This design comes from an exercise in tuning for small area, a short achievable clock period and few clock cycles per item on the open sky130 flow, not from production work.
In this exercise RTL edits were held to simulation tests only and were not proved equivalent to the original.
No activity file was given, so power comes from the tool's default toggle rates.

$ cat flow/run.sh
#!/bin/bash
# synth_recipe.tcl (not shown) runs the flow's synth.tcl, then flattens the netlist and writes it again
# the make line also repeats each setting of config.mk as NAME=value (left out here)
make -C /OpenROAD-flow-scripts/flow DESIGN_CONFIG=/design/flow/config.mk WORK_HOME=/design/flow/orfs CLKGATE_MAP_FILE= SYNTH_SCRIPT=/design/flow/synth_recipe.tcl finish
$ cat flow/config.mk
export PLATFORM = sky130hd
export DESIGN_NAME = edhe_pixel
export DESIGN_NICKNAME = edhe_pixel
export VERILOG_FILES = /design/flow/design.v
export SDC_FILE = /design/flow/constraint.sdc
export NUM_CORES = 4
export LEC_CHECK = 0
export CAP_MARGIN = 20
export CORE_MARGIN = 2
export CORE_UTILIZATION = 40
export SLEW_MARGIN = 20
$ cat flow/constraint.sdc
create_clock -name core_clock -period 190.0 [get_ports {clk}]
set_input_delay 38.0000 -clock core_clock [delete_from_list [all_inputs] [get_ports {clk}]]
set_output_delay 38.0000 -clock core_clock [all_outputs]
set_load 0.01 [all_outputs]
$ cat flow/design.v
module edhe_pixel (
    input  wire        clk,
    input  wire        rst,
    input  wire        in_valid,
    output wire        in_ready,
    input  wire        in_first,    
    input  wire        in_w16,      
    input  wire        in_noise,    
    input  wire [15:0] in_tl,       
    input  wire [15:0] in_tr,       
    input  wire [15:0] in_bl,       
    input  wire [15:0] in_br,       
    input  wire [7:0]  in_wx,
    input  wire [7:0]  in_wy,
    input  wire [31:0] in_err,      
    input  wire [12:0] in_u,        
    output reg         out_valid,
    input  wire        out_ready,
    output reg  [15:0] out_q,       
    output reg  [31:0] out_a        
);
    wire [15:0] m     = in_w16 ? 16'd65535 : 16'd255;
    wire [23:0] m256  = {m, 8'd0};
    wire [8:0]  wx_n  = 9'd256 - {1'b0, in_wx};
    wire [8:0]  wy_n  = 9'd256 - {1'b0, in_wy};
    wire [24:0] top   = in_tl * wx_n + in_tr * in_wx;
    wire [24:0] bot   = in_bl * wx_n + in_br * in_wx;
    wire [32:0] v16   = top * wy_n + bot * in_wy;
    wire [32:0] v8raw = (v16 + 33'd128) >> 8;
    wire [23:0] v8    = (v8raw > {9'd0, m256}) ? m256 : v8raw[23:0];
    wire [31:0] v8_f;
    wire [31:0] a1;
    edhe_fix8   u_fix_v8 (.n({1'b0, v8}), .y(v8_f));
    edhe_fadd32 u_add_err (.a(v8_f), .b(in_err), .y(a1));
    reg  [23:0] avg;
    wire        active   = in_noise && (v8 != 24'd0);
    wire [23:0] avg_base = in_first ? 24'd0 : avg;
    wire [24:0] avg_sum  = {1'b0, avg_base} + {1'b0, v8};
    wire [23:0] avg_new  = avg_sum[24:1];
    wire [23:0] d8       = (avg_new >= v8) ? (avg_new - v8) : (v8 - avg_new);
    wire [23:0] wq       = m256 - d8;
    wire        u_neg  = in_u[12];
    wire [12:0] u_mag  = u_neg ? (~in_u + 13'd1) : in_u;
    wire [36:0] p_mag  = u_mag * wq;
    wire [36:0] q_mag  = in_w16 ? (p_mag / 37'd65535) : (p_mag / 37'd255);
    wire [24:0] n8     = u_neg ? (25'd0 - q_mag[24:0]) : q_mag[24:0];
    wire [31:0] n8_f;
    wire [31:0] a2;
    edhe_fix8   u_fix_n8 (.n(n8), .y(n8_f));
    edhe_fadd32 u_add_noise (.a(a1), .b(n8_f), .y(a2));
    wire [31:0] a = active ? a2 : a1;
    wire [15:0] q;
    edhe_quant  u_quant (.a(a), .m(m), .q(q));
    assign in_ready = !out_valid || out_ready;
    wire   accept   = in_valid && in_ready;
    always @(posedge clk) begin
        if (rst) begin
            out_valid <= 1'b0;
            avg       <= 24'd0;
        end else begin
            if (accept) begin
                out_valid <= 1'b1;
                avg       <= active ? avg_new : avg_base;
            end else if (out_ready) begin
                out_valid <= 1'b0;
            end
        end
    end
    always @(posedge clk) begin
        if (accept) begin
            out_q <= q;
            out_a <= a;
        end
    end
endmodule
module edhe_fadd32 (
    input  wire [31:0] a,
    input  wire [31:0] b,
    output reg  [31:0] y
);
    wire       sa = a[31];
    wire       sb = b[31];
    wire [7:0] ea = a[30:23];
    wire [7:0] eb = b[30:23];
    wire [22:0] fa = a[22:0];
    wire [22:0] fb = b[22:0];
    wire a_nan = (ea == 8'hFF) && (fa != 23'd0);
    wire b_nan = (eb == 8'hFF) && (fb != 23'd0);
    wire a_inf = (ea == 8'hFF) && (fa == 23'd0);
    wire b_inf = (eb == 8'hFF) && (fb == 23'd0);
    wire a_big = (a[30:0] >= b[30:0]);
    wire [31:0] bg   = a_big ? a : b;
    wire [31:0] sml = a_big ? b : a;
    wire [7:0]  xbig   = (bg[30:23] == 8'd0) ? 8'd1 : bg[30:23];
    wire [7:0]  xsmall = (sml[30:23] == 8'd0) ? 8'd1 : sml[30:23];
    wire [23:0] mbig   = {(bg[30:23] != 8'd0), bg[22:0]};
    wire [23:0] msmall = {(sml[30:23] != 8'd0), sml[22:0]};
    wire [7:0] d  = xbig - xsmall;
    wire [4:0] dd = (d > 8'd31) ? 5'd31 : d[4:0];
    wire [57:0] wide    = {msmall, 3'b000, 31'd0} >> dd;
    wire        sticky  = |wide[30:0];
    wire [26:0] aligned = {wide[57:32], wide[31] | sticky};
    wire [26:0] bigext  = {mbig, 3'b000};
    wire        same_sign = (sa == sb);
    wire [27:0] sum  = {1'b0, bigext} + {1'b0, aligned};
    wire [26:0] diff = bigext - aligned;
    reg [4:0] lz;
    integer i;
    always @* begin
        lz = 5'd27;
        for (i = 0; i < 27; i = i + 1)
            if (diff[i]) lz = 5'd26 - i[4:0];
    end
    reg [26:0] m;
    reg [8:0]  xe;
    reg [4:0]  sh;
    always @* begin
        sh = 5'd0;
        if (same_sign) begin
            if (sum[27]) begin
                m  = {sum[27:2], sum[1] | sum[0]};
                xe = {1'b0, xbig} + 9'd1;
            end else begin
                m  = sum[26:0];
                xe = {1'b0, xbig};
            end
        end else begin
            if ({3'b000, lz} > xbig - 8'd1) sh = xbig[4:0] - 5'd1;
            else                            sh = lz;
            m  = diff << sh;
            xe = {1'b0, xbig} - {4'd0, sh};
        end
    end
    wire        round_up = m[2] & (m[1] | m[0] | m[3]);
    wire [24:0] mr  = {1'b0, m[26:3]} + {24'd0, round_up};
    wire [32:0] mag = ({24'd0, xe} - 33'd1 << 23) + {8'd0, mr};
    wire rsign = bg[31];
    wire zero_diff = !same_sign && (diff == 27'd0);
    always @* begin
        if (a_nan || b_nan || (a_inf && b_inf && (sa != sb)))
            y = 32'h7FC00000;
        else if (a_inf)
            y = a;
        else if (b_inf)
            y = b;
        else if (zero_diff)
            y = 32'h00000000;
        else if (mag >= 33'h07F800000)
            y = {rsign, 31'h7F800000};
        else
            y = {rsign, mag[30:0]};
    end
endmodule
module edhe_fix8 (
    input  wire [24:0] n,       
    output reg  [31:0] y
);
    wire        s   = n[24];
    wire [23:0] mag = s ? (~n[23:0] + 24'd1) : n[23:0];
    reg [4:0] lz;
    integer i;
    always @* begin
        lz = 5'd24;
        for (i = 0; i < 24; i = i + 1)
            if (mag[i]) lz = 5'd23 - i[4:0];
    end
    wire [23:0] norm = mag << lz;
    wire [7:0]  e    = 8'd142 - {3'd0, lz};    
    always @* begin
        if (mag == 24'd0) y = 32'h00000000;
        else              y = {s, e, norm[22:0]};
    end
endmodule
module edhe_quant (
    input  wire [31:0] a,
    input  wire [15:0] m,
    output reg  [15:0] q
);
    wire [7:0]  e   = a[30:23];
    wire [23:0] sig = {1'b1, a[22:0]};
    wire        nan = (e == 8'hFF) && (a[22:0] != 23'd0);
    wire [7:0]  sh8  = 8'd149 - e;                    
    wire [4:0]  sh2  = sh8[4:0];
    wire [23:0] two  = sig >> sh2;
    wire [23:0] ival = two >> 1;
    wire [23:0] rnd  = (two + 24'd1) >> 1;
    always @* begin
        if (nan || a[31] || e < 8'd126)   q = 16'd0;      
        else if (e > 8'd142)              q = m;          
        else if (ival >= {8'd0, m})       q = m;
        else                              q = rnd[15:0];
    end
endmodule
==> flow_summary.toml <==
[status]
status = "timing/DRC/antenna clean"

[timing]
fin_crit_ps = 178960
hold_viol = 0
postLayoutSetupSlackWorst_ps = 11040
setup_viol = 0
clock.fmax_mhz = 5.59
worst_slew_pin_slew_ps = 1190
rsz0062_at_grt = "false"
finalCritPeriodShare = 0.942
relSlewSlack = 0.202
skew_ps = 9.77
setup_tns_ps = 0
finalMaxSlewViolations = 0

[flow_run]
cap_violations = 0

[global_route]
grtUsageTotal = 0.280
grt-ovfl-total = 0
grt_pass1_vias = 98700
grt_antenna_before_repair = 10
grt_max_degree = 78
grt_pass1_wl_mm = 589

[clock_network]
worst_skew_pair.late_latency_ps = 380
clock-sinks = 73
ctsHoldBuffers = 0
cts_made_buffers = 9
clockBufferDepth = 2
tritoncts = "done"
cts_root_buf = "clkbuf_16"
clk_pin_slew_worst_paths_ps = 70
h-tree-depth = 3

[power_and_ir_drop]
netSwitchingPower_uw = 666000
p_comb_frac = 0.999
p_total_uw = 1040000
p_seq_frac = 0.001
pwr-share-clk = 0
peakVddDrop_v = 0.00478
top_power_group = "combinational logic"
p_per_area_mw_per_mm2 = 9520
pg_clk_uw = 19.9
p_leak_uw = 0.0472
swShare = 0.643
comb-power_uw = 1040000
powerSeq_uw = 1190
internal_power_uw = 371000

[setup_path]
cp_num_cells = 593
cp_common_cell = "a21oi_1"
critical_path.max_fanout = 47
cpMaxStageDelayCell = "xnor2_1"
cpPeakStageDelay_ps = 670
start_kind = "primary input"
arrival_ps = 179050
crit_end = "out_q[11]"
required_ps = 190090
rr_endpoint = "out_q[11]"
crit_path_end_kind = "flip-flop"
crit_family = "compound AO/OA/AOI/OAI gates"
cp_num_buf_inv = 46
critical_path_class = "primary input to flip-flop"
worstSetupStartpoint = "in_wx[1]"
r2r_slack_ps = 65360
r2r_cells = 529
worstReg2RegStart = "avg[1]"

[logic_synthesis]
ys_seq_elements = 73
synthArstFlopShare = 0
yosys_most_used_dff = "edfxtp_1"
synth_seq_area_share = 0.0189
synthCells = 13800
syn_area_mm2 = 0.103
synth.distinct_cells = 166
synth_top_area_frac = 0.204
avgSynthCellArea_um2 = 7.45
synth_edf_count = 48
yosys-top-cells-area = "fa_1, ha_1, inv_1"
syn_nets = 15900
yosysTopAreaCell = "fa_1"
ys.warnings.count = 4

[routing]
ant_nets = 0
via_count = 104000
routedWlPerCell_um = 22.3
drc = 0
vias_per_cell = 6.09
drtIter0Drc = 11400
drt_pre_antenna_iters = 7
routed_wl_mm = 379

[cells_and_area]
area_delta_synth_final_pct = 5.89
final_cell_mix = "inv_1, nand2_1, nor2_1, fa_1, ha_1"
nets = 15700
final_cells = 17000
layout-drive-gt1-share = 0.0564
final_common_cell = "inv_1"
fill_cells = 26600

[place]
hpwl_mm = 316
preCtsSetupSlack_ps = 9710
place.gp.congestion = 1.03
port_buffers = 181
dp_cells = 17000

[floorplan]
die_area_mm2 = 0.261
pin_count = 182
die_w_um = 511
die_h_um = 511
core-area_mm2 = 0.256
initial_core_util = 0.401
fp-row-count = 186

[worst_hold_path]
whs_path_depth = 2
holdPathEnd = "avg[19]"
hold_path.class = "flip-flop to flip-flop"
hold_start = "avg[19]"
## synth_stat cells (132+ instances only)
| master | count |
|---|---|
| nand3_1 | 336 |
| fa_1 | 1050 |
| a211oi_1 | 136 |
| a21oi_1 | 842 |
| xor2_1 | 263 |
| o21bai_1 | 160 |
| nor3_1 | 319 |
| nand2_1 | 1431 |
| o211ai_1 | 161 |
| a21o_1 | 243 |
| mux2i_1 | 210 |
| ha_1 | 853 |
| nor2_1 | 1186 |
| a31oi_1 | 132 |
| and2_1 | 689 |
| o21ai_0 | 491 |
| inv_1 | 1496 |
| nand2b_1 | 135 |
| xnor2_1 | 591 |
| clkbuf_1 | 435 |
| nand4_1 | 179 |
## stage by stage
stage          utilization  area (um^2)  hold WS [ps]
2_1_floorplan            -       103000           469
3_3_place_gp         0.423       108000           483
3_5_place_dp         0.423       108000           493
4_1_cts              0.424       109000           509
5_1_grt              0.425       109000           528
6_report             0.425       109000           504
## routing by layer
metal / share of wire / vias up / global-route usage / wire, um
met5: 0.000034 / - / 0 / 13
met4: 0.034 / 2 / 0.0813 / 12800
met3: 0.085 / 696 / 0.0368 / 32200
met2: 0.44 / 4817 / 0.439 / 166000
met1: 0.44 / 50300 / 0.399 / 168000
li1: - / 47900 / - / -
## cell families (layout without fill, tap and decap cells)
| kind of cell | Yosys count | after routing | share of synthesized area |
|---|---|---|---|
| simple gates | 5144 | 5144 | 0.251 |
| compound gates | 3394 | 3396 | 0.233 |
| buf+inv | 2117 | 1956 | 0.0806 |
| fa+ha+maj | 1914 | 1914 | 0.309 |
| xor+xnor | 862 | 862 | 0.0742 |
| mux | 311 | 311 | 0.0333 |
| flops | 73 | 73 | 0.0189 |
| other cells | 0 | 3 | 0 |
## flip-flops by register name, indices dropped and copies added, names as in the netlist
signal	flops
out_a	32
out_q	16
avg	24
out_valid	1
## timing repair
item                                    CTS  global route
endpoints found under the setup margin    0            17
setup buffers                             0             4
resized for setup                         0            22
## layout make-up
| type | count | area, um^2 | share of cell area |
|---|---|---|---|
| Clock inverter | 7 | 100 | 0.000919 |
| Inverter | 1519 | 5710 | 0.0524 |
| Tap cell | 3384 | 4230 | 0.0389 |
| Clock buffer | 9 | 225 | 0.00207 |
| Sequential cell | 73 | 1940 | 0.0178 |
| Multi-Input combinational cell | 11600 | 93100 | 0.855 |
| Timing Repair Buffer | 421 | 3620 | 0.0332 |
| Antenna cell | 3 | 7.51 | 0.0000689 |
Testbench counts, summed over its fixed seeds: cycles 24,008, items 24,000.

-- separate check: timing with driven ports --
The results above use ideal ports. As a check the final layout listed here was re-extracted and re-timed, cells and wires unchanged.
Step 1, drivers: a clkbuf_16 drives clk and a buf_2 each remaining input, both assumed.
Step 2 adds t to the input delays and takes it off the output delays; t is the mean of the earliest and latest rising clock arrival at the registers after step 1. Input paths then give back, and output paths get back, about the clock's delay inside the block.
Three values: ideal, step 1, step 2; two values: the first two.
t (ns): 0.439
setup WS [ns]: 11.044 / 11.082 / 10.644
latest minus earliest clock arrival (ns): 0.010 / 0.009
pins driven straight from the clock port: 1
After both steps this run still meets setup and hold. The setup slack of this run moves by +0.038 ns with the drivers and by -0.400 ns with both steps.
